From an optimization exercise on the open Yosys and OpenROAD flow, aimed at small area, a short achievable clock period and few clock cycles; shortcuts taken in it are not production practice. The RTL was checked by simulation tests, not by an equivalence proof against the original design. Power and IR drop assume default switching activity.

build 78:
## updi_host
module updi_host (
    input  wire        clk,
    input  wire        rst,
    input  wire        cfg_a24,
    input  wire        req_valid,
    output wire        req_ready,
    input  wire [4:0]  req_op,
    input  wire        req_wide,
    input  wire [23:0] req_addr,
    input  wire [15:0] req_data,
    input  wire [16:0] req_len,
    output wire        rsp_valid,
    output wire [2:0]  rsp_kind,
    output wire [2:0]  rsp_stage,
    output wire [2:0]  rsp_cause,
    output wire [15:0] rsp_data,
    output wire [1:0]  life,
    output wire [1:0]  session,
    output wire        desync,
    input  wire        wd_valid,
    output wire        wd_ready,
    input  wire [7:0]  wd_data,
    output wire        rd_valid,
    output wire [7:0]  rd_data,
    output wire        ctl_valid,
    output wire [2:0]  ctl_cmd,
    input  wire        ctl_ready,
    input  wire        ctl_fail,
    output wire        tx_valid,
    output wire [7:0]  tx_data,
    input  wire        tx_ready,
    input  wire        rx_valid,
    input  wire        rx_err,
    input  wire [7:0]  rx_data,
    output wire        rx_ready
);
clock: 8.0 ns
lec_check: 0
abc_area: 1
cap_margin: 20
core_margin: 2
core_utilization: 40
cts_cluster_diameter: 100
cts_cluster_size: 25
setup_slack_margin: 3.5
slew_margin: 20
standard.sh (not shown) runs the stock make flow with config.mk's settings and CLKGATE_MAP_FILE= SYNTH_SCRIPT=/design/flow/synth_recipe.tcl, a recipe that flattens the netlist after the stock synthesis.
==> flow/flow/run.sh <==
#!/bin/bash
set -o pipefail
export BUFFER_PORTS_ARGS="-buffer_cell sky130_fd_sc_hd__buf_1"
bash standard.sh > standard.log 2>&1
Build 78: done, clean on timing, DRC and antenna
Testbench counts of build 78, summed over its fixed seeds: cycles 22,261.
Input changes introduced in build 49 (baseline for comparison: build 78):
Settings: CTS_CLUSTER_DIAMETER removed (was 100); CTS_CLUSTER_SIZE removed (was 25).
==> flow/run.sh (new file) <==
#!/bin/bash
# synth_recipe.tcl (not shown) runs the flow's synth.tcl, then flattens the netlist and writes it again
# the make line also repeats each setting of config.mk as NAME=value (left out here)
make -C /OpenROAD-flow-scripts/flow DESIGN_CONFIG=/design/flow/config.mk WORK_HOME=/design/flow/orfs CLKGATE_MAP_FILE= SYNTH_SCRIPT=/design/flow/synth_recipe.tcl finish
removed: flow/flow/run.sh
removed: flow/standard.sh
Results
Between build 49 and build 78, combinational share of power is lower for build 49, build 78 comes in above that. Compare build 49 and build 78 | share of the clock period used by the worst path higher: build 49. Build 49 — worst-case setup slack after placement 600 ps lower, build 78 as reference. Highest cell delay on the worst timing path: build 49 and build 78 compared, lower one is build 78. Comparing fraction of area in registers for build 49 and build 78, the smaller number came from build 49.
Inputs modified between build 49 and build 16:
==> flow/flow/run.sh (new file) <==
#!/bin/bash
set -o pipefail
export BUFFER_PORTS_ARGS="-buffer_cell sky130_fd_sc_hd__buf_1"
bash standard.sh > standard.log 2>&1
==> flow/standard.sh (new file) <==
#!/bin/bash
# synth_recipe.tcl (not shown) runs the flow's synth.tcl, then flattens the netlist and writes it again
# the make line also repeats each setting of config.mk as NAME=value (left out here)
make -C /OpenROAD-flow-scripts/flow DESIGN_CONFIG=/design/flow/config.mk WORK_HOME=/design/flow/orfs CLKGATE_MAP_FILE= SYNTH_SCRIPT=/design/flow/synth_recipe.tcl "${@:-finish}"
removed: flow/run.sh
## What came out
Changes observed in build 16 relative to build 49: met3 demand-to-capacity share in global routing shows an increase of 0.16 points; share of synthesized area spent on multiplexers shows no meaningful change. Looking at highest-delay cell along the critical path, the o31ai_2 result is from build 49; the buf_4 one comes from build 16. For routed wire length, build 16 and build 49 come out practically identical. Build 16 against build 49: final instance area decreased by about 6% relative to the old numbers, worst setup slack shrank by 66 ps, critical path depth dropped 14, layout overhead on the synthesized area lower.
> inputs changed (build 16 -> build 9)
Settings: setting CTS_CLUSTER_SIZE to 30 for the first time; setting CTS_BUF_LIST to sky130_fd_sc_hd__clkbuf_4 sky130_fd_sc_hd__clkbuf_8 for the first time; setting ABC_CLOCK_PERIOD_IN_PS to 4000 for the first time; removing ABC_AREA (formerly 1).
==> flow/run.sh (new file) <==
#!/bin/bash
# synth_recipe.tcl (not shown) runs the flow's synth.tcl, then flattens the netlist and writes it again
# the make line also repeats each setting of config.mk as NAME=value (left out here)
make -C /OpenROAD-flow-scripts/flow DESIGN_CONFIG=/design/flow/config.mk WORK_HOME=/design/flow/orfs CLKGATE_MAP_FILE= SYNTH_SCRIPT=/design/flow/synth_recipe.tcl finish
removed: flow/flow/run.sh
removed: flow/standard.sh
Results
Build 16 -> build 9: estimated wirelength of the detail-placed design increased slightly. Compared with build 16, in build 9 detailed-route wire length increased about 9%, worst setup slack shows a reduction of 340 ps. Side by side, design area turned out higher in build 9 than in build 16.
> inputs changed (build 9 -> build 48)
Settings: a deleted CTS_BUF_LIST that had been sky130_fd_sc_hd__clkbuf_4 sky130_fd_sc_hd__clkbuf_8; a deleted CTS_CLUSTER_SIZE that had been 30.
## What came out
Relative to build 9, overall routing resource usage decreased by 0.52 points in build 48.
Compared with build 9, build 48 shows a higher worst hold-check slack.
The global-route wire length before repair of build 48 was superior to that of build 9.
Looking only at number of nets in the finished design, and setting everything else aside, the higher value of build 48 and build 9 goes to build 9.
Between build 9 and build 48, the flow reports number of gates resized after CTS decreasing by more than 10%.
When build 48 is set beside build 9, its total design power turns out to be about 0.7% smaller.
Diff build 48 and build 9: count of clock-buffer cells in the layout higher in build 9
When the final numbers for build 48 and build 9 were put side by side, the worst-case register-to-register setup slack turned out to be greater in build 9.
Delta (build 48 minus build 9): clock tree skew after final layout down 14 ps; data arrival time of the critical path flat; design area down about 0.7%.

[what the ideal ports hide]
The flow's constraints put no driver on any port. The routed layouts listed below were extracted and timed again, unchanged, in two steps. Step 1, drivers: a clkbuf_16 drives clk and a buf_2 each remaining input, both assumed. Step 2 adds t to the input delays and takes it off the output delays; t is the mean of the earliest and latest rising clock arrival at the registers after step 1. Input paths then give back, and output paths get back, about the clock's delay inside the block. Slacks: no drivers / after step 1 / after step 2; pairs: no drivers / after step 1.
| run | t, ns | setup slack, ns | worst hold slack (ns) | slew at the worst register clock pin (ns) | worst data-port slew with drivers (ns) |
|---|---|---|---|---|---|
| build 78 | 0.604 | 3.426 / 3.388 / 2.923 | 0.331 / 0.331 / 0.331 | 0.10 / 0.10 | 0.06 |
| build 49 | 0.623 | 3.404 / 3.366 / 2.797 | 0.310 / 0.310 / 0.310 | 0.07 / 0.07 | 0.06 |
| build 16 | 0.628 | 3.338 / 3.300 / 2.873 | 0.317 / 0.317 / 0.317 | 0.07 / 0.07 | 0.06 |
| build 9 | 0.663 | 2.999 / 2.955 / 2.955 | 0.310 / 0.310 / 0.310 | 0.07 / 0.07 | 0.06 |
| build 48 | 0.611 | 3.001 / 2.956 / 2.662 | 0.322 / 0.322 / 0.322 | 0.06 / 0.06 | 0.06 |
After both steps setup and hold are still met in every run listed. The setup slack of build 49, which loses most, moves by -0.038 ns with the drivers and by -0.607 ns with both steps.
